This is an optimization exercise on Yosys and OpenROAD, whose aim is small area, a short achievable clock period and few clock cycles per item, not a production implementation.
RTL that was checked went through simulation tests only; none was proved equivalent to the original.
Function not checked in runs 2 to 8: the RTL went through the layout flow alone.
Power figures rest on the tool's default switching activity, not on a simulated workload.

==> design.v <==
module bit_encoder (
    input  wire        clk,
    input  wire        rst,         
    input  wire        cmd_valid,
    output wire        cmd_ready,
    input  wire [31:0] cmd_data,
    output wire        out_valid,
    input  wire        out_ready,
    output wire [7:0]  out_data,
    output wire [15:0] status,
    output wire        err
);
    localparam [1:0] CAUSE_NONE      = 2'd0;
    localparam [1:0] CAUSE_BAD_OP    = 2'd1;
    localparam [1:0] CAUSE_RSVD_NZ   = 2'd2;
    localparam [1:0] CAUSE_BAD_WIDTH = 2'd3;
    reg [7:0]  pb;         
    reg [2:0]  pn;         
    reg        err_q;
    reg [1:0]  ecause;
    reg        trunc;
    reg [15:0] obuf;
    reg [1:0]  ocnt;
    wire [1:0]  op    = cmd_data[31:30];
    wire [8:0]  rsvd  = cmd_data[29:21];
    wire [4:0]  width = cmd_data[20:16];
    wire [15:0] value = cmd_data[15:0];
    reg        is_encode;
    reg        is_flush;
    reg        is_illegal;
    reg [1:0]  cause;
    always @(*) begin
        is_encode  = 1'b0;
        is_flush   = 1'b0;
        is_illegal = 1'b0;
        cause      = CAUSE_NONE;
        if (op[1]) begin
            is_illegal = 1'b1;
            cause      = CAUSE_BAD_OP;
        end else if (op == 2'b01) begin
            if (cmd_data[29:0] != 30'd0) begin
                is_illegal = 1'b1;
                cause      = CAUSE_RSVD_NZ;
            end else begin
                is_flush = 1'b1;
            end
        end else begin
            if (rsvd != 9'd0) begin
                is_illegal = 1'b1;
                cause      = CAUSE_RSVD_NZ;
            end else if (width == 5'd0 || width > 5'd16) begin
                is_illegal = 1'b1;
                cause      = CAUSE_BAD_WIDTH;
            end else begin
                is_encode = 1'b1;
            end
        end
    end
    wire [16:0] width_mask = (17'd1 << width) - 17'd1;
    wire [15:0] masked     = value & width_mask[15:0];
    wire        value_trunc = (value & ~width_mask[15:0]) != 16'd0;
    wire [4:0]  total      = {2'b00, pn} + width;           
    wire [4:0]  shamt      = 5'd24 - total;                 
    wire [23:0] window     = {pb, 16'd0} | ({8'd0, masked} << shamt);
    wire [1:0]  enc_nbytes = total[4:3];                    
    reg  [7:0]  enc_pb;
    always @(*) begin
        case (enc_nbytes)
            2'd0:    enc_pb = window[23:16];
            2'd1:    enc_pb = window[15:8];
            default: enc_pb = window[7:0];
        endcase
    end
    assign cmd_ready = (ocnt == 2'd0);
    wire   accept    = cmd_valid && cmd_ready;
    assign out_valid = (ocnt != 2'd0);
    assign out_data  = obuf[15:8];
    always @(posedge clk) begin
        if (rst) begin
            pb     <= 8'd0;
            pn     <= 3'd0;
            err_q  <= 1'b0;
            ecause <= CAUSE_NONE;
            trunc  <= 1'b0;
            obuf   <= 16'd0;
            ocnt   <= 2'd0;
        end else if (accept) begin
            if (is_encode) begin
                pb   <= enc_pb;
                pn   <= total[2:0];
                obuf <= window[23:8];
                ocnt <= enc_nbytes;
                if (value_trunc)
                    trunc <= 1'b1;
            end else if (is_flush) begin
                if (pn != 3'd0) begin
                    obuf <= {pb, 8'd0};
                    ocnt <= 2'd1;
                end
                pb <= 8'd0;
                pn <= 3'd0;
            end else if (is_illegal) begin
                if (!err_q) begin
                    err_q  <= 1'b1;
                    ecause <= cause;
                end
            end
        end else if (out_valid && out_ready) begin
            obuf <= {obuf[7:0], 8'd0};
            ocnt <= ocnt - 2'd1;
        end
    end
    assign status = {1'b0, trunc, ecause, err_q, pn, pb};
    assign err    = err_q;
endmodule
==> run.sh <==
#!/bin/bash
# synth_recipe.tcl (not shown) runs the flow's synth.tcl, then flattens the netlist and writes it again
# the make line also repeats each setting of config.mk as NAME=value (left out here)
make -C /OpenROAD-flow-scripts/flow DESIGN_CONFIG=/design/flow/config.mk WORK_HOME=/design/flow/orfs CLKGATE_MAP_FILE= SYNTH_SCRIPT=/design/flow/synth_recipe.tcl finish
==> config.mk <==
export PLATFORM = sky130hd
export DESIGN_NAME = bit_encoder
export DESIGN_NICKNAME = bit_encoder
export VERILOG_FILES = /design/flow/design.v
export SDC_FILE = /design/flow/constraint.sdc
export NUM_CORES = 4
export LEC_CHECK = 0
export CAP_MARGIN = 20
export CORE_MARGIN = 2
export CORE_UTILIZATION = 40
export PLACE_DENSITY = 0.6
export SLEW_MARGIN = 20
==> constraint.sdc <==
create_clock -name core_clock -period 6.0 [get_ports {clk}]
set_input_delay 1.2000 -clock core_clock [delete_from_list [all_inputs] [get_ports {clk}]]
set_output_delay 1.2000 -clock core_clock [all_outputs]
set_load 0.01 [all_outputs]
==> results of run 1 <==
==> per-layer routing <==
layer,vias up,global-route usage,wire [um]
li1,2162,-,-
met1,2181,0.4207,7215
met2,243,0.4476,6975
met3,24,0.04616,1329
met4,0,0.05048,208
met5,-,0,0
==> power by group through the flow <==
stage	registers (W)	logic [W]	clock network, W
2_1_floorplan	0.000238	0.000240	0
3_3_place_gp	0.000238	0.000355	0
3_5_place_dp	0.000239	0.000350	0
4_1_cts	0.000233	0.000352	0.000238
5_1_grt	0.000235	0.000385	0.000246
6_report	0.000233	0.000359	0.000233
==> critical path, stage by stage <==
cell and delay (ns):
clkdlybuf4s50_1 0.62, fa_1 0.65, inv_1 0.07, ha_1 0.32
xnor3_2 0.60, nand2_1 0.11, nor3_1 0.27, a311oi_1 0.11
a221oi_1 0.49, nor3_1 0.08, a2111oi_0 0.33, a211oi_1 0.12
==> area by class of cell <==
type                       count  area share
multi-input combinational    452      0.6386
timing repair buffer          79      0.1547
sequential                    33      0.1371
tap                          133     0.03453
clock buffer                   7     0.01791
inverter                      14     0.01090
clock inverter                 1    0.006231
==> flip-flops by register name (all words and copies together), names as in the netlist <==
name	count
pb	8
err_q	1
pn	3
ocnt	2
trunc	1
obuf	16
ecause	2
==> synthesized netlist by cell type (5+ instances only) <==
cell type,count
a211oi_1,12
a21o_1,10
a21oi_1,37
a22oi_1,8
a31oi_1,12
and2_1,6
buf_2,16
buf_4,16
clkbuf_1,14
dfxtp_1,33
ha_1,6
inv_1,13
mux2i_1,5
nand2_1,54
nand3_1,21
nand4_1,6
nor2_1,65
nor3_1,19
nor4_1,10
o211ai_1,12
o21ai_0,24
o21ai_1,9
o221ai_1,5
==> worst paths after layout <==
| check | start | end | slack (ns) |
|---|---|---|---|
| min | obuf[1] | obuf[1] | 0.46 |
| max reg2reg | pn[0] | obuf[8] | 2.21 |
| max | cmd_data[17] | obuf[8] | 1.20 |
| min reg2reg | obuf[1] | obuf[1] | 0.46 |
==> cell families after synthesis <==
group,after synthesis,synth area share
and+or+nand+nor,221,0.2700
xor gates and xnor gates,12,0.05045
muxes,8,0.02599
DFF,33,0.1614
buffers and inverters,65,0.08652
other,1,0.0009163
adders and majority gates,7,0.02323
AOI/OAI and AO/OA,203,0.3815
==> metrics by stage <==
step	hold slack, ns	std cells
finish	0.4599	719
global route	0.4876	719
CTS	0.4596	719
detailed placement	0.4477	711
global placement	0.4425	711
floorplan	0.4323	550
==> flow_metrics.tcl, run 1 <==
set metrics [dict create \
    start_util 0.4149 \
    vias 4610 \
    status "finished clean" \
    grt_pass1_wl_um 25130 \
    synth_warnings 1 \
    first_pass_iters 5 \
    syn2layout_area_growth_pct 17.76 \
    synthTopCellsByArea "dfxtp_1, nor2_1, nand2_1" \
    pre_cts_slack_ns 0.9823 \
    drc 0 \
    synth.avg_cell_area_um2 7.441 \
    switching_power_w 0.0003247 \
    rsz0062_at_grt "no" \
    hp-class "register to register" \
    clk_latency_ns 0.30 \
    htree_levels 2 \
    wl_um 15730 \
    finalHoldViolations 0 \
    power_w 0.0008246 \
    vias_per_cell 6.412 \
    dpl-instance-area_um2 4703 \
    portBuffers 61 \
    final_util 0.4886 \
    ff2ff_path_depth 12 \
    path_clk_slew_ns 0.08 \
    tightest_slew_ns 0.9207 \
    nets 628 \
    grt_max_degree 34 \
    drv_slew 0 \
    seq_area_um2 660.6 \
    timing.fmax_ghz 0.2085 \
    multi_input_area_um2 3078 \
    p_int_w 0.0005000 \
    cp-end-kind "register" \
    cts_tree "done" \
    row_count 36 \
    async_flop_share 0 \
    cts_buffer_depth 2 \
    ys_types 97 \
    tns_ns 0 \
    cts_setup_buffers 0 \
    gr-usage-all-layers 0.2877 \
    gp_congestion 0.9553 \
    synth.largest_area_cell "dfxtp_1" \
    clkPwrFrac 0.282 \
    fin_crit_sh 0.7995 \
    maxCapViolations 0 \
    slew_headroom 0.3811 \
    dieArea_um2 11060 \
    numCtsBuffers 5 \
    start_kind "input pin" \
    place_hpwl_um 12010 \
    power_density_nw_per_um2 171.1 \
    die_h_um 105.2 \
    drtIter0Drc 551 \
    wire_per_inst_um 21.88 \
    drive_gt1_frac 0.1177 \
    antenna_cells 0 \
    swShare 0.3937 \
    drt.antenna.violating_nets 0 \
    period_needed_ns 4.797 \
    fin_skew_ns 0.008191 \
    ctsHoldBuffers 0 \
    layout_common_cells "nor2_1, clkdlybuf4s50_1, nand2_1" \
    leakage_nw 1.685 \
    ys_ff_latch 33 \
    crit_fanout 24 \
    comb_power_share 0.435 \
    first_global_vias 4255 \
    mostFrequentLayoutCell "nor2_1" \
    synth_ff_type "dfxtp_1" \
    synth_cells 550 \
    min_path_cells 2 \
    peakVddDrop_mv 0.1167 \
    fillers 976 \
    overflow 0 \
    cts_resized 0 \
    yosysSeqAreaShare 0.1614 \
    core_area_um2 9864 \
    p_seq_frac 0.283 \
    setup_violations 0 \
    critPathKind "input pin to register" \
    crit_arrival_ns 4.97 \
    cts_sinks 33 \
    synth_top_area_frac 0.1614 \
    die_w_um 105.2 \
    worst_slack_ns 1.203 \
    netlist_area_um2 4093 \
    antenna_found_initial 0 \
    final_area_um2 4820 \
    cts-root-buf "clkbuf_8" \
    synth-edff-count 0 \
    ioPinCount 63 \
    synth_fp_nets 593 \
    cp.required_ns 6.18 \
]
Testbench counts, summed over its fixed seeds: cycles 22,029, items 13,063.
==> inputs of run 2 (changes only) <==
==> design.v (replaced) <==
module bit_encoder (
    input  wire        clk,
    input  wire        rst,         
    input  wire        cmd_valid,
    output wire        cmd_ready,
    input  wire [31:0] cmd_data,
    output wire        out_valid,
    input  wire        out_ready,
    output wire [7:0]  out_data,
    output wire [15:0] status,
    output wire        err
);
    localparam [1:0] CAUSE_BAD_OP    = 2'd1;
    localparam [1:0] CAUSE_RSVD_NZ   = 2'd2;
    localparam [1:0] CAUSE_BAD_WIDTH = 2'd3;
    reg [7:0]  pb;         
    reg [2:0]  pn;         
    reg        err_q;
    reg [1:0]  ecause;
    reg        trunc;
    reg [7:0]  ob0;
    reg [7:0]  ob1;
    reg        ov;
    reg        ov2;
    wire [1:0]  op    = cmd_data[31:30];
    wire [4:0]  width = cmd_data[20:16];
    wire [15:0] value = cmd_data[15:0];
    wire rsvd_nz   = |cmd_data[29:21];
    wire low_nz    = |cmd_data[20:0];
    wire width_bad = (width == 5'd0) || (width > 5'd16);
    wire is_flush  = (op == 2'b01) && !rsvd_nz && !low_nz;
    wire is_encode = (op == 2'b00) && !rsvd_nz && !width_bad;
    wire [1:0] cause = op[1]                 ? CAUSE_BAD_OP :
                       (op[0] || rsvd_nz)    ? CAUSE_RSVD_NZ :
                                               CAUSE_BAD_WIDTH;
    wire [4:0] sum    = {2'b00, pn} + width;
    wire [1:0] nb     = sum[4:3];
    wire [2:0] pn_new = sum[2:0];
    wire [31:0] va_w  = {value, 16'd0} >> width;
    wire [15:0] va    = va_w[15:0];
    wire [7:0]  top   = pb | (va[15:8] >> pn);
    wire [15:0] v_sh  = value >> pn_new;
    wire [7:0]  byte1 = v_sh[7:0];
    wire [15:0] v_lo  = {8'd0, value[7:0]} << (4'd8 - {1'b0, pn_new});
    wire [7:0]  pb_lo = v_lo[7:0];
    wire value_trunc = (({16'd0, value} >> width) != 32'd0);
    assign cmd_ready = !ov2 && (!ov || out_ready);
    wire   accept    = cmd_valid && cmd_ready;
    wire   take      = ov && out_ready;
    assign out_valid = ov;
    assign out_data  = ob0;
    always @(posedge clk) begin
        if (rst) begin
            pb     <= 8'd0;
            pn     <= 3'd0;
            err_q  <= 1'b0;
            ecause <= 2'd0;
            trunc  <= 1'b0;
            ob0    <= 8'd0;
            ob1    <= 8'd0;
            ov     <= 1'b0;
            ov2    <= 1'b0;
        end else if (accept) begin
            if (is_encode) begin
                pb  <= (nb == 2'd0) ? top : pb_lo;
                pn  <= pn_new;
                ob0 <= top;
                ob1 <= byte1;
                ov  <= (nb != 2'd0);
                ov2 <= (nb == 2'd2);
                if (value_trunc)
                    trunc <= 1'b1;
            end else if (is_flush) begin
                ob0 <= pb;
                ov  <= (pn != 3'd0);
                ov2 <= 1'b0;
                pb  <= 8'd0;
                pn  <= 3'd0;
            end else begin
                ov  <= 1'b0;
                ov2 <= 1'b0;
                if (!err_q) begin
                    err_q  <= 1'b1;
                    ecause <= cause;
                end
            end
        end else if (take) begin
            ob0 <= ob1;
            ov  <= ov2;
            ov2 <= 1'b0;
        end
    end
    assign status = {1'b0, trunc, ecause, err_q, pn, pb};
    assign err    = err_q;
endmodule
--- a/config.mk
+++ b/config.mk
@@ -10,3 +10,4 @@
 export CORE_UTILIZATION = 40
 export PLACE_DENSITY = 0.6
+export SETUP_SLACK_MARGIN = 3.2
 export SLEW_MARGIN = 20
==> flow_metrics.tcl, run 2 <==
set metrics [dict create \
    first_global_vias 4026 \
    maxCapViolations 0 \
    synth_warnings 1 \
    die_h_um 101.2 \
    period_needed_ns 3.543 \
    cts_tree "done" \
    antenna_found_initial 0 \
    clkPwrFrac 0.292 \
    peakVddDrop_mv 0.09772 \
    grt_use_met1 0.3940 \
    timing.fmax_ghz 0.2823 \
    synth_cells 476 \
    overflow 0 \
    met2_usage 0.4233 \
    ctsHoldBuffers 0 \
    synth.largest_area_cell "dfxtp_1" \
    cts-root-buf "clkbuf_8" \
    synth.avg_cell_area_um2 7.936 \
    fin_hold_ws_ns 0.4602 \
    synth_fp_nets 518 \
    grt_pass1_wl_um 21870 \
    ys_ff_latch 33 \
    critPathKind "input pin to register" \
    hp-class "register to register" \
    netlist_area_um2 3777 \
    cp.required_ns 6.16 \
    p_seq_frac 0.286 \
    rsz0062_at_grt "yes" \
    slew_headroom 0.5450 \
    die_w_um 101.2 \
    grt_max_degree 34 \
    swShare 0.3354 \
    layout_common_cells "buf_4, nor2_1, nand2_1" \
    nets 605 \
    wl_um 14530 \
    finalHoldViolations 0 \
    drtIter0Drc 361 \
    min_path_cells 2 \
    final_area_um2 5758 \
    synthMostInstantiatedCell "nand2_1" \
    crit_fanout 6 \
    antenna_cells 0 \
    drv_slew 0 \
    gr-usage-all-layers 0.2714 \
    path_clk_slew_ns 0.08 \
    drc 0 \
    vias 4416 \
    dpl-instance-area_um2 4492 \
    status "finished clean" \
    tightest_slew_ns 0.6808 \
    ff2ff_path_depth 13 \
    wire_per_inst_um 21.53 \
    synth-edff-count 0 \
    pre_cts_slack_ns 1.418 \
    numCtsBuffers 5 \
    htree_levels 2 \
    synth_ff_type "dfxtp_1" \
    ys_types 68 \
    cp-end-kind "register" \
    crit_arrival_ns 3.71 \
    row_count 35 \
    start_util 0.4107 \
    place_hpwl_um 9283 \
    portBuffers 61 \
    use_met3 0.04348 \
    first_pass_iters 5 \
    comb_power_share 0.422 \
    power_density_nw_per_um2 134.4 \
    core_area_um2 9196 \
    fin_crit_sh 0.5905 \
    synth_top_area_frac 0.1749 \
    largestRegisters "ob0 x8, ob1 x8, pb x8" \
    clk_latency_ns 0.29 \
    switching_power_w 0.0002597 \
    tns_ns 0 \
    fillers 782 \
    mostFrequentLayoutCell "buf_4" \
    syn2layout_area_growth_pct 52.43 \
    dieArea_um2 10240 \
    leakage_nw 2.046 \
    cts_buffer_depth 2 \
    p_int_w 0.0005145 \
    cts_sinks 33 \
    drt.antenna.violating_nets 0 \
    setup_violations 0 \
    grt_busiest_layer "met2" \
    fin_skew_ns 0.005829 \
    synthTopCellsByArea "dfxtp_1, mux4_2, nand2_1" \
    vias_per_cell 6.542 \
    ioPinCount 63 \
    gp_congestion 0.9183 \
    drive_gt1_frac 0.4007 \
    yosysSeqAreaShare 0.1749 \
    worst_slack_ns 2.457 \
    yosys-top-cells-count "nand2_1, nor2_1, dfxtp_1" \
    async_flop_share 0 \
    start_kind "input pin" \
]
-- run 2: area by class of cell --
cell class	instances	area (um^2)	share of cell area
multi-input combinational	379	3468	0.6023
clock buffer	7	86.33	0.01499
timing repair buffer	128	1297	0.2253
sequential	33	664.4	0.1154
clock inverter	1	30.03	0.005215
tap	111	138.9	0.02412
inverter	16	72.57	0.01260
-- run 2: through the flow --
| stage | power, W | util | cells |
|---|---|---|---|
| final | 0.0007742 | 0.6261 | 675 |
| after global routing | 0.0008009 | 0.6261 | 675 |
| after CTS | 0.0007210 | 0.5623 | 644 |
| after detailed placement | 0.0004588 | 0.4884 | 606 |
| after global placement | 0.0004581 | 0.4884 | 606 |
| after floorplan | 0.0003978 | - | 476 |
-- run 2: critical path: stages --
cell	delay [ns]
buf_16	0.10
ha_4	0.15
fa_2	0.57
clkinv_4	0.07
ha_4	0.27
buf_4	0.14
buf_6	0.10
mux4_2	0.29
mux2i_1	0.18
o21ai_1	0.11
o21ai_2	0.21
a21oi_2	0.09
o21ai_1	0.14
a21oi_1	0.08
-- run 2: cells by family (layout without fill, tap and decap cells) --
logic type | after synthesis | after routing | synth area share
AND/OR/NAND/NOR | 167 | 167 | 0.2156
AO/OA/AOI/OAI | 148 | 148 | 0.2806
buffers and inverters | 64 | 152 | 0.07453
multiplexers | 53 | 53 | 0.2223
flip-flops | 33 | 33 | 0.1749
adder cells (fa/ha/maj) | 6 | 6 | 0.02186
XOR/XNOR | 4 | 4 | 0.009276
other | 1 | 1 | 0.0009928
-- run 2: worst paths after layout --
kind	from	end	slack [ns]
max reg2reg	pn[0]	pb[4]	2.88
max	cmd_data[16]	pb[4]	2.46
min reg2reg	trunc	trunc	0.46
min	trunc	trunc	0.46
-- run 2: per-layer routing --
layer  routed length [um]  part of all wire
met4                  379             0.026
met5                    0                 0
met3                 1163             0.080
met2                 6732              0.46
met1                 6257              0.43
-- run 2: repair_timing --
item | 4_1_cts | 5_1_grt
pin swaps | 23 | 42
cloned | 3 | 1
setup endpoints to repair | 37 | 33
setup buffers | 27 | 30
resized for setup | 135 | 90
-- run 2: power groups by stage --
| stage | registers (W) | clock network [W] | logic [W] |
|---|---|---|---|
| after floorplan | 0.000227 | 0 | 0.000171 |
| after detailed placement | 0.000226 | 0 | 0.000232 |
| final | 0.000221 | 0.000226 | 0.000327 |
| after global routing | 0.000222 | 0.000235 | 0.000344 |
| after CTS | 0.000221 | 0.000229 | 0.000271 |
| after global placement | 0.000226 | 0 | 0.000232 |
==> inputs of run 3 (changes only) <==
--- a/config.mk
+++ b/config.mk
@@ -10,4 +10,3 @@
 export CORE_UTILIZATION = 40
 export PLACE_DENSITY = 0.6
-export SETUP_SLACK_MARGIN = 3.2
 export SLEW_MARGIN = 20
==> flow_metrics.tcl, run 3 <==
set metrics [dict create \
    synthTopCellsByArea "dfxtp_1, mux4_2, nand2_1" \
    ys_ff_latch 33 \
    reg2reg_to "pb[7]" \
    worst-path-buf-inv 3 \
    dieArea_um2 10240 \
    cp-startpoint "cmd_data[16]" \
    htree_levels 2 \
    switching_power_w 0.0002181 \
    synth_fp_nets 518 \
    nets 546 \
    hp-class "register to register" \
    ctsHoldBuffers 0 \
    ff2ff_path_depth 11 \
    finalHoldViolations 0 \
    timing.fmax_ghz 0.2126 \
    overflow 0 \
    drc 0 \
    tightest_slew_ns 1.128 \
    cts_tree "done" \
    grt_max_degree 40 \
    gr-usage-all-layers 0.2461 \
    synthMostInstantiatedCell "nand2_1" \
    path_clk_slew_ns 0.07 \
    portBuffers 61 \
    reg2reg_from "pn[0]" \
    crit_top_cell "ha_1" \
    crit_family "adder cells" \
    gp_congestion 0.8912 \
    cp_cell_sequence "clkdlybuf4s50_1 -> ha_1 -> fa_1 -> buf_4 -> clkinv_1 -> ha_1 -> mux2_2 -> o21ai_0 -> o22ai_1 -> o211a_1 -> a21o_1 -> a32o_1" \
    drive_gt1_frac 0.1168 \
    die_h_um 101.2 \
    wl_um 12740 \
    cp-end-kind "register" \
    die_w_um 101.2 \
    tns_ns 0 \
    mostFrequentLayoutCell "clkdlybuf4s50_1" \
    critPathKind "input pin to register" \
    ys_types 68 \
    slew_headroom 0.2452 \
    cts_resized 0 \
    grt_use_met1 0.3836 \
    synth_warnings 1 \
    cts-root-buf "clkbuf_8" \
    cp.required_ns 6.18 \
    pre_cts_slack_ns 1.036 \
    grt_pass1_wl_um 19840 \
    netlist_area_um2 3777 \
    power_density_nw_per_um2 150.4 \
    reg2reg_slack_ns 2.01 \
    antenna_cells 0 \
    status "finished clean" \
    drv_slew 0 \
    first_global_vias 3604 \
    cts_buffer_depth 2 \
    fin_crit_sh 0.7838 \
    synth_cells 476 \
    p_seq_frac 0.328 \
    use_met3 0.02692 \
    place_hpwl_um 9367 \
    vias_per_cell 6.542 \
    clkPwrFrac 0.334 \
    max_stage_delay_ns 0.61 \
    syn2layout_area_growth_pct 18.78 \
    period_needed_ns 4.703 \
    clk_latency_ns 0.30 \
    setup_violations 0 \
    crit_arrival_ns 4.88 \
    maxCapViolations 0 \
    start_util 0.4107 \
    synth_ff_type "dfxtp_1" \
    first_pass_iters 6 \
    p_int_w 0.0004568 \
    worst_slack_ns 1.297 \
    core_area_um2 9196 \
    yosys-top-cells-count "nand2_1, nor2_1, dfxtp_1" \
    leakage_nw 1.474 \
    fin_hold_ws_ns 0.4476 \
    fin_skew_ns 0.01087 \
    start_kind "input pin" \
    drtIter0Drc 400 \
    yosysSeqAreaShare 0.1749 \
    hp-start "trunc" \
    rsz0062_at_grt "no" \
    min_to "trunc" \
    layout_common_cells "clkdlybuf4s50_1, nand2_1, nor2_1" \
    async_flop_share 0 \
    crit_fanout 15 \
    synth-edff-count 0 \
    comb_power_share 0.338 \
    power_w 0.0006749 \
    cts_setup_buffers 0 \
    drt.antenna.violating_nets 0 \
    numCtsBuffers 5 \
    synth.largest_area_cell "dfxtp_1" \
    wire_per_inst_um 20.69 \
    cts_sinks 33 \
    synth.avg_cell_area_um2 7.936 \
    row_count 35 \
    slowest_stage "ha_1" \
    peakVddDrop_mv 0.08601 \
    met2_usage 0.3591 \
    vias 4030 \
    ioPinCount 63 \
    grt_busiest_layer "met1" \
    largestRegisters "ob0 x8, ob1 x8, pb x8" \
    antenna_found_initial 0 \
    synth_top_area_frac 0.1749 \
    final_util 0.4879 \
    min_path_cells 2 \
    swShare 0.3231 \
]
run 3: layer usage:
layer | share of wire | vias to the layer above
met4 | 0.014 | 0
li1 | - | 1880
met1 | 0.49 | 1954
met5 | 0 | -
met2 | 0.44 | 178
met3 | 0.064 | 18
run 3: area by class of cell:
| class | count | area, um^2 |
|---|---|---|
| multi-input combinational | 379 | 2840 |
| sequential | 33 | 660.6 |
| inverter | 16 | 60.06 |
| timing repair buffer | 69 | 670.6 |
| clock buffer | 7 | 86.33 |
| clock inverter | 1 | 30.03 |
| fill | 917 | 4710 |
| tap | 111 | 138.9 |
run 3: through the flow:
stage                     instances  cell area, um^2
after global placement          608             4370
final                           616             4487
after floorplan                 476             3777
after detailed placement        608             4370
after global routing            616             4487
after CTS                       616             4487
run 3: worst reg2reg max path: stages, from the launching register on:
cell	delay (ns)
dfxtp_1	0.54
ha_1	0.34
fa_1	0.49
buf_4	0.20
clkinv_1	0.24
ha_1	0.61
mux2_2	0.39
o21ai_0	0.34
o22ai_1	0.15
o211a_1	0.24
a21o_1	0.15
a32o_1	0.19
run 3: worst max path at each step:
stage                     depth (start not counted)     to
after global routing                             12  pb[7]
final                                            12  pb[7]
after detailed placement                         12  pb[7]
after global placement                           12  pb[7]
after CTS                                        12  pb[7]
after floorplan                                  11  pb[7]
run 3: cells by family (layout without fill, tap and decap cells):
| kind of cell | after synthesis | in the layout | synth area share |
|---|---|---|---|
| AND/OR/NAND/NOR | 167 | 167 | 0.2156 |
| AO/OA/AOI/OAI | 148 | 148 | 0.2806 |
| buffers and inverters | 64 | 93 | 0.07453 |
| multiplexers | 53 | 53 | 0.2223 |
| flip-flops | 33 | 33 | 0.1749 |
| adder cells (fa/ha/maj) | 6 | 6 | 0.02186 |
| XOR/XNOR | 4 | 4 | 0.009276 |
| other | 1 | 1 | 0.0009928 |
run 3: power by group through the flow:
stage	clock network [W]	logic (W)	registers, W
after detailed placement	0	0.000223	0.000226
after floorplan	0	0.000152	0.000227
after CTS	0.000228	0.000224	0.000221
final	0.000225	0.000228	0.000221
after global placement	0	0.000222	0.000226
after global routing	0.000236	0.000244	0.000221
==> inputs of run 4 (changes only) <==
--- a/design.v
+++ b/design.v
@@ -37,12 +37,16 @@
     wire [1:0] nb     = sum[4:3];
     wire [2:0] pn_new = sum[2:0];
-    wire [31:0] va_w  = {value, 16'd0} >> width;
-    wire [15:0] va    = va_w[15:0];
-    wire [7:0]  top   = pb | (va[15:8] >> pn);
-    wire [15:0] v_sh  = value >> pn_new;
-    wire [7:0]  byte1 = v_sh[7:0];
-    wire [15:0] v_lo  = {8'd0, value[7:0]} << (4'd8 - {1'b0, pn_new});
-    wire [7:0]  pb_lo = v_lo[7:0];
-    wire value_trunc = (({16'd0, value} >> width) != 32'd0);
+    wire [31:0] va_w   = {value, 16'd0} >> width;
+    wire [15:0] va     = va_w[15:0];
+    wire [23:0] window = {pb, 16'd0} | ({va, 8'd0} >> pn);
+    wire [7:0]  top    = window[23:16];
+    wire [7:0]  byte1  = window[15:8];
+    wire [7:0]  pb_lo  = nb[1] ? window[7:0] : window[15:8];
+    reg [15:0] above;
+    integer k;
+    always @(*)
+        for (k = 0; k < 16; k = k + 1)
+            above[k] = (width <= k);
+    wire value_trunc = |(value & above);
     assign cmd_ready = !ov2 && (!ov || out_ready);
     wire   accept    = cmd_valid && cmd_ready;
@@ -52,4 +56,17 @@
     always @(posedge clk) begin
         if (rst) begin
+            ob0 <= 8'd0;
+            ob1 <= 8'd0;
+        end else begin
+            if (accept)
+                ob0 <= top;
+            else if (take)
+                ob0 <= ob1;
+            if (!ov2)
+                ob1 <= byte1;
+        end
+    end
+    always @(posedge clk) begin
+        if (rst) begin
             pb     <= 8'd0;
             pn     <= 3'd0;
@@ -57,34 +74,22 @@
             ecause <= 2'd0;
             trunc  <= 1'b0;
-            ob0    <= 8'd0;
-            ob1    <= 8'd0;
             ov     <= 1'b0;
             ov2    <= 1'b0;
         end else if (accept) begin
+            ov  <= (is_encode && nb != 2'd0) || (is_flush && pn != 3'd0);
+            ov2 <= is_encode && nb == 2'd2;
             if (is_encode) begin
                 pb  <= (nb == 2'd0) ? top : pb_lo;
                 pn  <= pn_new;
-                ob0 <= top;
-                ob1 <= byte1;
-                ov  <= (nb != 2'd0);
-                ov2 <= (nb == 2'd2);
                 if (value_trunc)
                     trunc <= 1'b1;
             end else if (is_flush) begin
-                ob0 <= pb;
-                ov  <= (pn != 3'd0);
-                ov2 <= 1'b0;
                 pb  <= 8'd0;
                 pn  <= 3'd0;
-            end else begin
-                ov  <= 1'b0;
-                ov2 <= 1'b0;
-                if (!err_q) begin
-                    err_q  <= 1'b1;
-                    ecause <= cause;
-                end
+            end else if (!err_q) begin
+                err_q  <= 1'b1;
+                ecause <= cause;
             end
         end else if (take) begin
-            ob0 <= ob1;
             ov  <= ov2;
             ov2 <= 1'b0;
--- a/config.mk
+++ b/config.mk
@@ -6,7 +6,9 @@
 export NUM_CORES = 4
 export LEC_CHECK = 0
+export ABC_AREA = 1
 export CAP_MARGIN = 20
 export CORE_MARGIN = 2
 export CORE_UTILIZATION = 40
 export PLACE_DENSITY = 0.6
+export SETUP_SLACK_MARGIN = 3.1
 export SLEW_MARGIN = 20
==> flow_metrics.tcl, run 4 <==
set metrics [dict create \
    status "finished clean" \
    tns_ns 0 \
    synth_cells 642 \
    fin_skew_ns 0.002436 \
    vias_per_cell 5.872 \
    ys_ff_latch 33 \
    stdcell_count 822 \
    setup_violations 0 \
    row_count 34 \
    max_stage_delay_ns 0.38 \
    synth.largest_area_cell "nand3_1" \
    peakVddDrop_mv 0.1875 \
    drt.antenna.violating_nets 0 \
    cts-root-buf "clkbuf_8" \
    crit_top_cell "nand2_1" \
    overflow 0 \
    place_hpwl_um 10540 \
    fin_crit_sh 0.4776 \
    synth-edff-count 0 \
    vias 4827 \
    start_kind "input pin" \
    power_density_nw_per_um2 138.4 \
    layout_common_cells "nand2_1, nand3_1, inv_1" \
    path_clk_slew_ns 0.07 \
    dp_cells 784 \
    first_pass_iters 6 \
    drv_slew 0 \
    cp-end-kind "register" \
    wl_um 14340 \
    clk_latency_ns 0.28 \
    cts_tree "done" \
    crit_fanout 7 \
    dieArea_um2 9569 \
    cts_sinks 33 \
    min_path_cells 2 \
    largestRegisters "ob0 x8, ob1 x8, pb x8" \
    synth_ff_type "dfxtp_1" \
    timing.fmax_ghz 0.3490 \
    seq_area_um2 660.6 \
    period_needed_ns 2.866 \
    synthMostInstantiatedCell "nand2_1" \
    slew_headroom 0.4878 \
    grt_pass1_wl_um 22630 \
    antenna_cells 0 \
    maxCapViolations 0 \
    leakage_nw 2.289 \
    cp.required_ns 6.21 \
    hp-class "register to register" \
    fillers 900 \
    yosysSeqAreaShare 0.1876 \
    drc 0 \
    reg2reg_slack_ns 3.67 \
    synth_warnings 1 \
    die_w_um 97.82 \
    portBuffers 61 \
    synth_top_area_frac 0.2189 \
    drive_gt1_frac 0.1821 \
    wire_per_inst_um 17.45 \
    gr-usage-all-layers 0.2889 \
    synthTopCellsByArea "nand3_1, nand2_1, dfxtp_1" \
    ctsHoldBuffers 0 \
    critPathKind "input pin to register" \
    crit_family "adder cells" \
    drtIter0Drc 385 \
    crit_arrival_ns 3.08 \
    reg2reg_from "ov2" \
    netlist_area_um2 3521 \
    reg2reg_to "pb[6]" \
    die_h_um 97.82 \
    ys_types 36 \
    mostFrequentLayoutCell "nand2_1" \
    numCtsBuffers 5 \
    hp-start "ecause[0]" \
    start_util 0.4077 \
    first_global_vias 4419 \
    antenna_found_initial 0 \
    min_to "ecause[0]" \
    multi_input_area_um2 2766 \
    worst-path-buf-inv 4 \
    grt_max_degree 31 \
    htree_levels 2 \
    synth_fp_nets 683 \
    syn2layout_area_growth_pct 39.05 \
    cts_buffer_depth 2 \
    ff2ff_path_depth 9 \
    nets 754 \
    cp_cell_sequence "buf_6 -> buf_12 -> ha_4 -> fa_2 -> nand2_4 -> a21oi_4 -> xor2_4 -> buf_8 -> nor2_4 -> nand2_1 -> nand2_1 -> inv_1 -> nand2_1 -> nand3_1 -> a21oi_1" \
    tightest_slew_ns 0.7673 \
    cp-startpoint "cmd_data[16]" \
    finalHoldViolations 0 \
    synth.avg_cell_area_um2 5.484 \
    async_flop_share 0 \
    core_area_um2 8636 \
    gp_congestion 1.041 \
    ioPinCount 63 \
    rsz0062_at_grt "yes" \
    yosys-top-cells-count "nand2_1, nand3_1, inv_1" \
    slowest_stage "fa_2" \
]
-- run 4: worst register-to-register path, cell delays in order (launching register included) --
cell     delay (ns)
dfxtp_1        0.82
nor2_1         0.14
nand2_1        0.35
inv_2          0.20
nand4_1        0.24
nand2_4        0.10
buf_6          0.14
nor2_1         0.08
o21ai_1        0.06
a21oi_1        0.13
-- run 4: where the power goes --
part	leakage (nW)	internal [W]	switching, W
logic	1.97	0.0000993	0.000157
registers	0.269	0.000229	0.00000561
clock network	0.0542	0.000104	0.0000837
-- run 4: per-stage QoR --
stage | power [W] | utilization | area [um^2] | hold slack [ns] | worst slack [ns]
after CTS | 0.0006593 | 0.5287 | 4566 | 0.4559 | 3.095
final | 0.0006777 | 0.5669 | 4896 | 0.4539 | 3.134
after global placement | 0.0004561 | 0.4813 | 4156 | 0.4369 | 1.538
after global routing | 0.0007159 | 0.5669 | 4896 | 0.4881 | 3.064
after floorplan | 0.0003740 | - | 3548 | 0.4350 | 3.101
after detailed placement | 0.0004558 | 0.4813 | 4156 | 0.4460 | 1.504
-- run 4: cell type report --
| cell class | count | share of cell area |
|---|---|---|
| multi-input cells | 512 | 0.5650 |
| clock inverters | 1 | 0.001022 |
| inverters | 64 | 0.05213 |
| repair buffers | 97 | 0.1996 |
| well taps | 108 | 0.02760 |
| clock buffers | 7 | 0.01968 |
| flip-flops and latches | 33 | 0.1349 |
-- run 4: how the worst max path moves through the flow --
stage / to / slack, ns / cells past startpoint
after CTS: pb[6] / 3.09 / 11
final: pb[2] / 3.13 / 15
after floorplan: pb[4] / 3.10 / 11
after global placement: pb[6] / 1.54 / 11
after global routing: pb[2] / 3.06 / 15
after detailed placement: pb[6] / 1.50 / 11
-- run 4: routing by layer --
metal,wire length [um],track usage,up-vias
met5,0,0,-
met4,760,0.1368,0
met1,5794,0.3788,2192
met3,1138,0.02577,56
met2,6651,0.4789,269
li1,-,-,2310
-- run 4: cells by family after synthesis --
family | share of synthesized area
simple gates | 0.5547
fa+ha+maj | 0.01990
xor+xnor | 0.004976
flops | 0.1876
other cells | 0.001065
compound gates | 0.1116
buf+inv | 0.1201
-- run 4: timing repair --
action | 4_1_cts | 5_1_grt
setup endpoints to repair | 34 | 28
gates resized for setup | 77 | 69
setup buffers | 11 | 16
pin swaps | 15 | 26
cloned | 2 | 1
==> inputs of run 5 (changes only) <==
--- a/config.mk
+++ b/config.mk
@@ -11,4 +11,3 @@
 export CORE_UTILIZATION = 40
 export PLACE_DENSITY = 0.6
-export SETUP_SLACK_MARGIN = 3.1
 export SLEW_MARGIN = 20
==> flow_metrics.tcl, run 5 <==
set metrics [dict create \
    synth_warnings 1 \
    switching_power_w 0.0002251 \
    portBuffers 61 \
    async_flop_share 0 \
    cp_cell_sequence "clkdlybuf4s50_1 -> buf_4 -> ha_1 -> fa_1 -> nand2_1 -> a21oi_1 -> xor2_1 -> inv_1 -> nor2_2 -> inv_1 -> nor2_2 -> o21ai_0 -> a21oi_1" \
    setup_violations 0 \
    cts_sinks 33 \
    period_needed_ns 4.120 \
    drc 0 \
    numCtsBuffers 5 \
    synthTopCellsByArea "nand3_1, nand2_1, dfxtp_1" \
    clk_latency_ns 0.29 \
    place_hpwl_um 10650 \
    cp.required_ns 6.23 \
    cts_setup_buffers 0 \
    ys_types 36 \
    first_global_vias 4141 \
    vias_per_cell 5.662 \
    finalHoldViolations 0 \
    cts_resized 0 \
    ctsHoldBuffers 0 \
    status "finished clean" \
    dp_cells 783 \
    wl_um 13480 \
    synth.largest_area_cell "nand3_1" \
    crit_arrival_ns 4.34 \
    leakage_nw 1.942 \
    final_area_um2 4248 \
    synthMostInstantiatedCell "nand2_1" \
    gp_congestion 0.9773 \
    die_h_um 97.82 \
    largestRegisters "ob0 x8, ob1 x8, pb x8" \
    cts_buffer_depth 2 \
    yosysSeqAreaShare 0.1876 \
    cp-startpoint "cmd_data[16]" \
    p_seq_frac 0.350 \
    tns_ns 0 \
    start_kind "input pin" \
    cp-end-kind "register" \
    ys_ff_latch 33 \
    tightest_slew_ns 0.9443 \
    hp-class "register to register" \
    peakVddDrop_mv 0.1490 \
    worst-path-buf-inv 4 \
    wire_per_inst_um 17.04 \
    cts_tree "done" \
    fin_crit_sh 0.6866 \
    drv_slew 0 \
    gr-usage-all-layers 0.2820 \
    p_int_w 0.0004449 \
    clkPwrFrac 0.325 \
    maxCapViolations 0 \
    netlist_area_um2 3521 \
    drive_gt1_frac 0.04246 \
    dieArea_um2 9569 \
    synth.avg_cell_area_um2 5.484 \
    row_count 34 \
    path_clk_slew_ns 0.07 \
    antenna_found_initial 0 \
    rsz0062_at_grt "no" \
    htree_levels 2 \
    grt_max_degree 31 \
    die_w_um 97.82 \
    antenna_cells 0 \
    drtIter0Drc 279 \
    synth_fp_nets 683 \
    ioPinCount 63 \
    drt.antenna.violating_nets 0 \
    cts-root-buf "clkbuf_8" \
    critPathKind "input pin to register" \
    synth_ff_type "dfxtp_1" \
    grt_pass1_wl_um 22020 \
    slowest_stage "xor2_1" \
    synth-edff-count 0 \
    reg2reg_from "pn[2]" \
    layout_common_cells "nand2_1, nand3_1, clkdlybuf4s50_1" \
    mostFrequentLayoutCell "nand2_1" \
    slew_headroom 0.3683 \
    swShare 0.3360 \
    fin_skew_ns 0.002111 \
    syn2layout_area_growth_pct 20.65 \
    comb_power_share 0.325 \
    crit_family "buffers and inverters" \
    core_area_um2 8636 \
    crit_fanout 22 \
    first_pass_iters 5 \
    synth_top_area_frac 0.2189 \
    hp-start "ecause[0]" \
    overflow 0 \
    start_util 0.4077 \
    nets 723 \
    synth_cells 642 \
    timing.fmax_ghz 0.2427 \
    power_density_nw_per_um2 157.7 \
    max_stage_delay_ns 0.74 \
    stdcell_count 791 \
    yosys-top-cells-count "nand2_1, nand3_1, inv_1" \
    dpl-instance-area_um2 4131 \
    vias 4479 \
]
-- run 5: cells by family (layout without fill, tap and decap cells) --
family	Yosys count	after routing	share of synthesized area
AND/OR/NAND/NOR	434	434	0.5547
buffers and inverters	98	139	0.1201
AO/OA/AOI/OAI	69	69	0.1116
flip-flops	33	33	0.1876
adder cells (fa/ha/maj)	5	5	0.01990
XOR/XNOR	2	2	0.004976
other	1	1	0.001065
-- run 5: path summary, 6_finish.rpt --
kind	to	slack, ns	cells past startpoint
worst max-delay path	pb[6]	1.88	13
worst min-delay path	ecause[0]	0.45	2
worst max register to register	pb[6]	2.82	10
worst min register to register	ecause[0]	0.45	2
-- run 5: final cells by class --
type	instances	area, um^2
fillers	954	4388
multi-input cells	511	2437
flip-flops and latches	33	660.6
repair buffers	67	655.6
inverters	64	242.7
well taps	108	135.1
clock buffers	7	86.33
clock inverters	1	30.03
-- run 5: through the flow --
| stage | hold slack (ns) | power [W] | utilization | worst slack (ns) |
|---|---|---|---|---|
| floorplan | 0.4350 | 0.0003723 | - | 3.039 |
| global placement | 0.4360 | 0.0004528 | 0.4784 | 1.584 |
| detailed placement | 0.4429 | 0.0004533 | 0.4784 | 1.603 |
| CTS | 0.4531 | 0.0006731 | 0.4919 | 1.887 |
| global route | 0.4686 | 0.0007077 | 0.4919 | 1.628 |
| finish | 0.4461 | 0.0006700 | 0.4919 | 1.880 |
-- run 5: worst register-to-register path: stages (launching register included) --
cell     delay, ns
dfxtp_1       0.79
ha_1          0.40
nand2_1       0.11
a21oi_1       0.08
xor2_1        0.74
inv_1         0.13
nor2_2        0.20
inv_1         0.09
nor2_2        0.28
o21ai_0       0.15
a21oi_1       0.14
-- run 5: per-layer routing --
layer	share of wire	GRT usage	up-vias
li1	-	-	2238
met4	0.031	0.1154	0
met3	0.052	0.02004	26
met2	0.48	0.4689	168
met1	0.44	0.3792	2047
met5	0	0	-
-- run 5: power groups by stage --
stage | combinational, W | sequential, W | clock, W
2_1_floorplan | 0.000132 | 0.000240 | 0
5_1_grt | 0.000241 | 0.000235 | 0.000231
3_3_place_gp | 0.000214 | 0.000239 | 0
3_5_place_dp | 0.000214 | 0.000239 | 0
4_1_cts | 0.000215 | 0.000234 | 0.000224
6_report | 0.000218 | 0.000234 | 0.000218
==> inputs of run 6 (changes only) <==
--- a/design.v
+++ b/design.v
@@ -37,10 +37,10 @@
     wire [1:0] nb     = sum[4:3];
     wire [2:0] pn_new = sum[2:0];
-    wire [31:0] va_w   = {value, 16'd0} >> width;
-    wire [15:0] va     = va_w[15:0];
-    wire [23:0] window = {pb, 16'd0} | ({va, 8'd0} >> pn);
-    wire [7:0]  top    = window[23:16];
-    wire [7:0]  byte1  = window[15:8];
-    wire [7:0]  pb_lo  = nb[1] ? window[7:0] : window[15:8];
+    wire [23:0] y     = {value, 8'd0} >> pn_new;
+    wire [7:0]  lane  = nb[1] ? y[23:16] : nb[0] ? y[15:8] : y[7:0];
+    wire [7:0]  pmask = 8'hFF >> pn;
+    wire [7:0]  top   = pb | (lane & pmask);
+    wire [7:0]  byte1 = y[15:8];
+    wire [7:0]  pb_lo = y[7:0];
     reg [15:0] above;
     integer k;
--- a/config.mk
+++ b/config.mk
@@ -11,3 +11,4 @@
 export CORE_UTILIZATION = 40
 export PLACE_DENSITY = 0.6
+export SETUP_SLACK_MARGIN = 3.1
 export SLEW_MARGIN = 20
==> flow_metrics.tcl, run 6 <==
set metrics [dict create \
    ioPinCount 63 \
    period_needed_ns 2.948 \
    overflow 0 \
    tns_ns 0 \
    mostFrequentLayoutCell "nand2_1" \
    ctsHoldBuffers 0 \
    crit_fanout 6 \
    synth_ff_type "dfxtp_1" \
    power_density_nw_per_um2 148.3 \
    timing.fmax_ghz 0.3392 \
    die_w_um 88.84 \
    synth.avg_cell_area_um2 5.569 \
    core_area_um2 6869 \
    crit_top_cell "nand2_2" \
    ys_ff_latch 33 \
    dpl-instance-area_um2 3526 \
    yosysSeqAreaShare 0.2295 \
    worst-path-buf-inv 3 \
    drive_gt1_frac 0.2329 \
    tightest_slew_ns 0.5815 \
    setup_violations 0 \
    cp_cell_sequence "buf_8 -> ha_4 -> fa_2 -> buf_6 -> buf_6 -> nand3_2 -> nand2_2 -> nand2_2 -> nand2_2 -> nand2_1 -> nand3_1 -> nand2_2 -> a21oi_2 -> nor2_1" \
    final_area_um2 4273 \
    first_global_vias 3464 \
    seq_area_um2 660.6 \
    hp-class "register to register" \
    portBuffers 61 \
    fin_crit_sh 0.4914 \
    drtIter0Drc 271 \
    row_count 30 \
    htree_levels 2 \
    synthMostInstantiatedCell "nand2_1" \
    nets 641 \
    gr-usage-all-layers 0.2794 \
    cp.required_ns 6.17 \
    netlist_area_um2 2879 \
    layout_common_cells "nand2_1, nand3_1, inv_1" \
    maxCapViolations 0 \
    start_util 0.4191 \
    start_kind "input pin" \
    wl_um 10930 \
    cts_buffer_depth 2 \
    fillers 688 \
    async_flop_share 0 \
    drc 0 \
    rsz0062_at_grt "yes" \
    fin_skew_ns 0.008649 \
    critPathKind "input pin to register" \
    dieArea_um2 7893 \
    status "finished clean" \
    slew_headroom 0.6123 \
    first_pass_iters 5 \
    yosys-top-cells-count "nand2_1, nand3_1, inv_1" \
    slowest_stage "fa_2" \
    multi_input_area_um2 2277 \
    clk_latency_ns 0.30 \
    synth.largest_area_cell "dfxtp_1" \
    drt.antenna.violating_nets 0 \
    largestRegisters "ob0 x8, ob1 x8, pb x8" \
    synth_warnings 1 \
    grt_max_degree 32 \
    die_h_um 88.84 \
    cts-root-buf "clkbuf_8" \
    antenna_found_initial 0 \
    vias_per_cell 5.498 \
    max_stage_delay_ns 0.65 \
    peakVddDrop_mv 0.08282 \
    path_clk_slew_ns 0.07 \
    crit_arrival_ns 3.12 \
    place_hpwl_um 7583 \
    vias 3832 \
    wire_per_inst_um 15.69 \
    antenna_cells 0 \
    grt_pass1_wl_um 16940 \
    synth_top_area_frac 0.2295 \
    synthTopCellsByArea "dfxtp_1, nand2_1, nand3_1" \
    ys_types 31 \
    crit_family "adder cells" \
    cp-end-kind "register" \
    syn2layout_area_growth_pct 48.41 \
    cts_tree "done" \
    synth-edff-count 0 \
    drv_slew 0 \
    numCtsBuffers 5 \
    gp_congestion 1.007 \
    leakage_nw 1.928 \
    synth_cells 517 \
    finalHoldViolations 0 \
    cts_sinks 33 \
    synth_fp_nets 558 \
]
==> run 6: cell types whose count changed after synthesis, sizes merged, moves of 5 or more <==
cell,delta
a211oi,-8
a21oi,-5
clkbuf,-9
nand2,-49
nand3,-58
nand4,-21
nor2,+19
o21ai,+20
==> run 6: worst reg2reg max path: cells and delay by family, from the launching register on <==
| family | cells | cell delay, ns |
|---|---|---|
| adder cells (fa/ha/maj) | 2 | 0.71 |
| AND/OR/NAND/NOR | 6 | 0.65 |
| flip-flops | 1 | 0.52 |
| buffers and inverters | 3 | 0.32 |
| AO/OA/AOI/OAI | 2 | 0.16 |
==> run 6: path summary, 6_finish.rpt <==
| kind | slack (ns) | startpoint | depth (start not counted) | to |
|---|---|---|---|---|
| max | 3.05 | cmd_data[16] | 14 | pb[4] |
| min | 0.47 | ecause[1] | 2 | ecause[1] |
| max reg2reg | 3.54 | pn[0] | 13 | ob0[6] |
| min reg2reg | 0.47 | ecause[1] | 2 | ecause[1] |
==> run 6: cell type report <==
class                      count  share of cell area
clock buffer                   5             0.01611
sequential                    33              0.1546
clock inverter                 3            0.004100
multi-input combinational    401              0.5329
tap                           96             0.02811
timing repair buffer          95              0.2050
timing repair inverter         2            0.002635
inverter                      62             0.05652
==> run 6: per-stage QoR <==
step	hold slack (ns)	util	cells	setup slack (ns)	power (W)
after detailed placement	0.4660	0.5133	652	1.627	0.0004138
final	0.4739	0.6220	697	3.052	0.0006335
after global routing	0.5303	0.6220	697	2.935	0.0006653
after CTS	0.4828	0.5754	682	3.074	0.0006084
after floorplan	0.4380	-	517	3.084	0.0003447
after global placement	0.4559	0.5140	652	1.614	0.0004140
==> run 6: timing repair <==
item / in CTS / in global routing
cloned: 2 / 1
setup buffers: 20 / 14
resized for setup: 78 / 58
pin swaps: 28 / 34
endpoints found under the setup margin: 34 / 21
==> run 6: per-layer routing <==
metal	up-vias	share of wire	GRT usage
met5	-	0	0
met4	0	0.014	0.07025
met3	17	0.071	0.03638
met2	177	0.47	0.4586
met1	1785	0.44	0.3873
li1	1853	-	-
==> run 6: cell families (layout without fill, tap and decap cells) <==
kind of cell             count (synthesis)  after routing  share of synthesized area
AND/OR/NAND/NOR                        318            318                     0.4833
adder cells (fa/ha/maj)                  5              5                    0.02434
buffers and inverters                   84            167                     0.1191
other                                    1              1                   0.001303
AO/OA/AOI/OAI                           75             75                     0.1395
XOR/XNOR                                 1              2                   0.003043
flip-flops                              33             33                     0.2295
==> run 6: where the power goes <==
part	internal, W	leakage [nW]	switching [W]
registers	0.000230	0.271	0.00000668
logic	0.0000957	1.61	0.000131
clock network	0.0000800	0.0439	0.0000896
==> inputs of run 7 (changes only) <==
==> flow/run.sh (new file) <==
#!/bin/bash
# Standard ORFS layout, with the port buffers made from the smallest buffer
# cell (sky130_fd_sc_hd__buf_1) instead of buffer_ports' default choice;
# timing repair still resizes them where the paths need it.
set -uo pipefail
export BUFFER_PORTS_ARGS="-buffer_cell sky130_fd_sc_hd__buf_1"
bash standard.sh > standard_flow.log 2>&1
status=$?
cp -r orfs/logs/sky130hd/bit_encoder/base orfs_logs 2>/dev/null
exit $status
==> standard.sh (new file) <==
#!/bin/bash
# synth_recipe.tcl (not shown) runs the flow's synth.tcl, then flattens the netlist and writes it again
# the make line also repeats each setting of config.mk as NAME=value (left out here)
make -C /OpenROAD-flow-scripts/flow DESIGN_CONFIG=/design/flow/config.mk WORK_HOME=/design/flow/orfs CLKGATE_MAP_FILE= SYNTH_SCRIPT=/design/flow/synth_recipe.tcl "${@:-finish}"
removed: run.sh
==> flow_metrics.tcl, run 7 <==
set metrics [dict create \
    status "finished clean" \
    cts_buffer_depth 2 \
    first_pass_iters 5 \
    vias_per_cell 5.399 \
    seq_area_um2 660.6 \
    drive_gt1_frac 0.1878 \
    hp-start "ecause[1]" \
    grt_pass1_wl_um 16010 \
    largestRegisters "ob0 x8, ob1 x8, pb x8" \
    cp-startpoint "out_ready" \
    drv_slew 0 \
    synthTopCellsByArea "dfxtp_1, nand2_1, nand3_1" \
    gr-usage-all-layers 0.2591 \
    switching_power_w 0.0002144 \
    period_needed_ns 2.863 \
    vias 3709 \
    slowest_stage "buf_4" \
    setup_violations 0 \
    tns_ns 0 \
    drt.antenna.violating_nets 0 \
    stdcell_count 687 \
    ys_ff_latch 33 \
    synth_top_area_frac 0.2295 \
    cp_cell_sequence "buf_4 -> nor2_2 -> nor2_2 -> buf_2" \
    gp_congestion 0.9950 \
    synth_warnings 1 \
    clk_latency_ns 0.29 \
    synth_ff_type "dfxtp_1" \
    drtIter0Drc 364 \
    nets 631 \
    synth_cells 517 \
    max_stage_delay_ns 0.15 \
    power_density_nw_per_um2 157.4 \
    rsz0062_at_grt "yes" \
    place_hpwl_um 7424 \
    yosys-top-cells-count "nand2_1, nand3_1, inv_1" \
    fillers 741 \
    core_area_um2 6869 \
    yosysSeqAreaShare 0.2295 \
    maxCapViolations 0 \
    layout_common_cells "nand2_1, nand3_1, inv_1, buf_1, nor2_1" \
    crit_top_cell "nor2_2" \
    multi_input_area_um2 2193 \
    async_flop_share 0 \
    grt_max_degree 32 \
    wire_per_inst_um 14.65 \
    crit_family "buffers and inverters" \
    critPathKind "input pin to output port" \
    synth-edff-count 0 \
    drc 0 \
    worst-path-buf-inv 2 \
    portBuffers 61 \
    dieArea_um2 7893 \
    timing.fmax_ghz 0.3493 \
    cts_tree "done" \
    fin_crit_sh 0.4772 \
    antenna_found_initial 0 \
    start_util 0.4191 \
    numCtsBuffers 5 \
    die_h_um 88.84 \
    ioPinCount 63 \
    cp-end-kind "output port" \
    path_clk_slew_ns 0.07 \
    netlist_area_um2 2879 \
    comb_power_share 0.319 \
    htree_levels 2 \
    start_kind "input pin" \
    finalHoldViolations 0 \
    synth.avg_cell_area_um2 5.569 \
    crit_arrival_ns 1.66 \
    mostFrequentLayoutCell "nand2_1" \
    row_count 30 \
    crit_fanout 9 \
    cp.required_ns 4.80 \
    synth.largest_area_cell "dfxtp_1" \
    antenna_cells 0 \
    clkPwrFrac 0.282 \
    first_global_vias 3396 \
    leakage_nw 1.697 \
    hp-class "register to register" \
    p_int_w 0.0003779 \
    ys_types 31 \
    synthMostInstantiatedCell "nand2_1" \
    fin_skew_ns 0.007675 \
    die_w_um 88.84 \
    dp_cells 653 \
    p_seq_frac 0.399 \
    synth_fp_nets 558 \
    peakVddDrop_mv 0.1022 \
    cts-root-buf "clkbuf_8" \
    overflow 0 \
    syn2layout_area_growth_pct 30.68 \
    swShare 0.3619 \
    cts_sinks 33 \
    reg2reg_from "pn[0]" \
    wl_um 10070 \
]
-- run 7: area by class of cell --
class | instances | area share
clock inverter | 3 | 0.004656
multi-input combinational | 403 | 0.5830
sequential | 33 | 0.1756
timing repair buffer | 85 | 0.1214
tap | 96 | 0.03193
clock buffer | 5 | 0.01829
inverter | 62 | 0.06518
-- run 7: worst reg2reg max path: stages (launching register included) --
cell and delay, ns:
dfxtp_1 0.54, ha_4 0.20, fa_2 0.50, buf_6 0.17
or2_2 0.30, nand3_1 0.08, o21ai_0 0.13, nand2_1 0.10
nand2_1 0.08, a21oi_1 0.15, nor2_1 0.05
-- run 7: metrics by stage --
stage               utilization  hold slack (ns)  instance area (um^2)  worst slack [ns]  power [W]
floorplan                     -           0.4380                  2932             3.084  0.0003447
global placement         0.4596           0.4547                  3157             2.099  0.0003900
detailed placement       0.4596           0.4637                  3157             2.084  0.0003902
CTS                      0.5064           0.4798                  3478             3.084  0.0005701
global route             0.5477           0.5080                  3762             3.011  0.0006257
finish                   0.5477           0.4716                  3762             3.137  0.0005922
-- run 7: layer usage --
layer,up-vias,global-route usage,share of wire
met5,-,0,0
met4,0,0.04959,0.014
met3,19,0.02985,0.072
met2,161,0.4322,0.46
met1,1689,0.3621,0.45
li1,1840,-,-
-- run 7: what timing repair did --
item / 4_1_cts / 5_1_grt
resized for setup: 38 / 44
gates cloned: 1 / 2
hold buffers: 0 / 0
setup endpoints to repair: 26 / 18
pin swaps: 11 / 18
buffers inserted: 12 / 11
-- run 7: final timing paths --
path | slack, ns | end | depth (start not counted)
max | 3.14 | cmd_ready | 4
min | 0.47 | ecause[1] | 2
min reg2reg | 0.47 | ecause[1] | 2
max reg2reg | 3.60 | ob0[0] | 10
-- run 7: cell families (layout without fill, tap and decap cells) --
| logic type | Yosys count | count (layout) | synth area share |
|---|---|---|---|
| AO/OA/AOI/OAI | 75 | 75 | 0.1395 |
| flip-flops | 33 | 33 | 0.2295 |
| other | 1 | 1 | 0.001303 |
| adder cells (fa/ha/maj) | 5 | 5 | 0.02434 |
| XOR/XNOR | 1 | 3 | 0.003043 |
| buffers and inverters | 84 | 155 | 0.1191 |
| AND/OR/NAND/NOR | 318 | 319 | 0.4833 |
-- run 7: power by group through the flow --
stage	Clock, W	Combinational [W]	Sequential [W]
finish	0.000167	0.000189	0.000236
global route	0.000178	0.000210	0.000238
CTS	0.000169	0.000165	0.000236
detailed placement	0	0.000149	0.000241
global placement	0	0.000149	0.000241
floorplan	0	0.000102	0.000243
==> inputs of run 8 (changes only) <==
--- a/config.mk
+++ b/config.mk
@@ -11,4 +11,4 @@
 export CORE_UTILIZATION = 40
 export PLACE_DENSITY = 0.6
-export SETUP_SLACK_MARGIN = 3.1
+export SETUP_SLACK_MARGIN = 3.4
 export SLEW_MARGIN = 20
==> flow_metrics.tcl, run 8 <==
set metrics [dict create \
    status "finished clean" \
    wl_um 11050 \
    start_kind "input pin" \
    setup_violations 0 \
    hp-class "register to register" \
    syn2layout_area_growth_pct 47.41 \
    gp_congestion 0.9493 \
    nets 658 \
    synth-xor-area-share 0.003042 \
    cp_cell_sequence "buf_8 -> ha_4 -> fa_2 -> buf_6 -> buf_12 -> xnor2_4 -> buf_12 -> buf_8 -> buf_6 -> o21ai_2 -> nand2_1 -> nand3_2 -> nand2_2 -> nand2_2 -> nand2_2 -> a21oi_2" \
    grt_pass1_wl_um 16650 \
    core_area_um2 6869 \
    fillers 691 \
    start_util 0.4191 \
    tns_ns 0 \
    grt_max_degree 32 \
    synth_compound_area_frac 0.1395 \
    vias 3862 \
    vias_per_cell 5.409 \
    ys_types 31 \
    period_needed_ns 2.985 \
    clk_latency_ns 0.28 \
    largestRegisters "ob0 x8, ob1 x8, pb x8" \
    antenna_found_initial 0 \
    ys_ff_latch 33 \
    synth_ff_type "dfxtp_1" \
    drc 0 \
    synthTopCellsByArea "dfxtp_1, nand2_1, nand3_1" \
    htree_levels 2 \
    muxShareOfSynthArea 0 \
    synth_cells 517 \
    dp_cells 653 \
    cts-root-buf "clkbuf_8" \
    drive_gt1_frac 0.2540 \
    synth_top_family_by_area "simple AND/OR/NAND/NOR gates" \
    synth-edff-count 0 \
    antenna_cells 0 \
    critPathKind "input pin to register" \
    yosysSeqAreaShare 0.2295 \
    wire_per_inst_um 15.47 \
    worst-path-buf-inv 6 \
    dieArea_um2 7893 \
    synth_adder_area_share 0.02434 \
    path_clk_slew_ns 0.07 \
    finalHoldViolations 0 \
    drv_slew 0 \
    yosys-top-cells-count "nand2_1, nand3_1, inv_1" \
    crit_fanout 6 \
    max_stage_delay_ns 0.36 \
    die_w_um 88.84 \
    synth_warnings 1 \
    stdcell_count 714 \
    seq_area_um2 660.6 \
    synthMostInstantiatedCell "nand2_1" \
    place_hpwl_um 7292 \
    drtIter0Drc 244 \
    overflow 0 \
    slew_headroom 0.6044 \
    rsz0062_at_grt "yes" \
    row_count 30 \
    synth_fp_nets 558 \
    tightest_slew_ns 0.5872 \
    crit_family "buffers and inverters" \
    layout_common_cells "nand2_1, nand3_1, inv_1, buf_1, nor2_1" \
    drt.antenna.violating_nets 0 \
    power_density_nw_per_um2 146.2 \
    async_flop_share 0 \
    numCtsBuffers 5 \
    ioPinCount 63 \
    cts_buffer_depth 2 \
    fin_skew_ns 0.003413 \
    fin_crit_sh 0.4976 \
    first_global_vias 3415 \
    synth.largest_area_cell "dfxtp_1" \
    synth_top_area_frac 0.2295 \
    die_h_um 88.84 \
    crit_arrival_ns 3.21 \
    synthSimpleGateAreaFrac 0.4833 \
    crit_top_cell "nand2_2" \
    peakVddDrop_mv 0.07413 \
    synth.avg_cell_area_um2 5.569 \
    cts_tree "done" \
    multi_input_area_um2 2315 \
    maxCapViolations 0 \
    mostFrequentLayoutCell "nand2_1" \
    timing.fmax_ghz 0.3350 \
    slowest_stage "fa_2" \
    netlist_area_um2 2879 \
    gr-usage-all-layers 0.2735 \
    first_pass_iters 5 \
    cp-end-kind "register" \
    cp.required_ns 6.22 \
    cts_sinks 33 \
    portBuffers 61 \
    leakage_nw 1.920 \
]
[run 8: cell counts after synthesis]
Identical to the previous run, type by type.
[run 8: final cells by class]
type | count | area share
Clock buffer | 6 | 0.01710
Tap cell | 96 | 0.02830
Inverter | 62 | 0.05749
Timing Repair inverter | 1 | 0.002064
Multi-Input combinational cell | 403 | 0.5454
Timing Repair Buffer | 111 | 0.1916
Clock inverter | 2 | 0.002358
Sequential cell | 33 | 0.1557
[run 8: kinds of logic after synthesis]
logic type / after synthesis
DFF: 33
xor gates and xnor gates: 1
other: 1
AOI/OAI and AO/OA: 75
adders and majority gates: 5
buffers and inverters: 84
and+or+nand+nor: 318
[run 8: path summary, 6_finish.rpt]
| check | start | end | slack (ns) | cells past startpoint |
|---|---|---|---|---|
| worst max-delay path | cmd_data[16] | pb[5] | 3.01 | 16 |
| worst min register to register | trunc | trunc | 0.48 | 2 |
| worst max register to register | pn[0] | pb[5] | 3.55 | 15 |
| worst min-delay path | trunc | trunc | 0.48 | 2 |
[run 8: per-layer routing]
layer	part of all wire	track usage	vias to the layer above
met5	0	0	-
met4	0.017	0.04545	0
met3	0.065	0.05037	17
met2	0.47	0.4518	142
met1	0.45	0.3774	1805
li1	-	-	1898
[run 8: timing repair]
| action | in CTS | in global routing |
|---|---|---|
| hold buffers | 0 | 0 |
| endpoints found under the setup margin | 31 | 33 |
| pin swaps | 35 | 36 |
| setup buffers | 28 | 20 |
| gates cloned | 4 | 1 |
| gates resized for setup | 84 | 48 |
[run 8: power breakdown]
group | leakage, nW | switching (W) | total (W) | internal, W
registers | 0.271 | 0.00000607 | 0.000236 | 0.000230
clock network | 0.0450 | 0.0000827 | 0.000163 | 0.0000804
logic | 1.60 | 0.000134 | 0.000222 | 0.0000879
[run 8: through the flow]
| stage | util | instance area (um^2) | worst slack, ns | hold WS [ns] | power (W) |
|---|---|---|---|---|---|
| 2_1_floorplan | - | 2993 | 3.159 | 0.4380 | 0.0003481 |
| 3_3_place_gp | 0.4670 | 3208 | 2.238 | 0.4532 | 0.0003921 |
| 3_5_place_dp | 0.4670 | 3208 | 2.227 | 0.4650 | 0.0003926 |
| 4_1_cts | 0.5709 | 3921 | 3.115 | 0.4822 | 0.0005997 |
| 5_1_grt | 0.6179 | 4244 | 2.945 | 0.5172 | 0.0006538 |
| 6_report | 0.6179 | 4244 | 3.015 | 0.4827 | 0.0006207 |
[run 8: worst register-to-register path, stage by stage, from the launching register on]
cell and delay (ns):
dfxtp_1 0.42, ha_4 0.21, fa_2 0.36, buf_6 0.14
buf_12 0.12, xnor2_4 0.13, buf_12 0.14, buf_8 0.13
buf_6 0.11, o21ai_2 0.14, nand2_1 0.09, nand3_2 0.08
nand2_2 0.05, nand2_2 0.09, nand2_2 0.06, a21oi_2 0.12

[port drivers added, routing unchanged]
The results above use ideal ports. As a check the final layouts listed here were re-extracted and re-timed, cells and wires unchanged.
Step 1 sets driving cells, clkbuf_16 on the clock port and buf_2 on the other inputs (assumed; they add their load-dependent delay and slew).
Step 2, shift: input delay + t, output delay - t, t = (earliest + latest rising clock arrival at the registers) / 2. This alone moves slack from input paths to output paths.
Three values: no drivers, after step 1, after step 2; two values: the first two.
| run | shift t [ns] | slack for setup (ns) | hold slack, ns |
|---|---|---|---|
| run 1 | 0.328 | 1.203 / 1.213 / 0.885 | 0.460 / 0.460 / 0.460 |
| run 2 | 0.307 | 2.457 / 2.383 / 2.075 | 0.460 / 0.460 / 0.460 |
| run 3 | 0.318 | 1.297 / 1.302 / 0.984 | 0.448 / 0.448 / 0.448 |
| run 4 | 0.308 | 3.134 / 3.128 / 2.823 | 0.454 / 0.454 / 0.454 |
| run 5 | 0.317 | 1.880 / 1.886 / 1.570 | 0.446 / 0.446 / 0.446 |
| run 6 | 0.327 | 3.052 / 3.047 / 2.721 | 0.474 / 0.474 / 0.474 |
| run 7 | 0.311 | 3.137 / 3.115 / 2.813 | 0.472 / 0.472 / 0.472 |
| run 8 | 0.309 | 3.015 / 3.000 / 2.691 | 0.483 / 0.483 / 0.483 |
After both steps setup and hold are still met in every run listed. For run 2, which loses most, drivers alone change the setup slack by -0.074 ns; drivers and shift together by -0.382 ns.
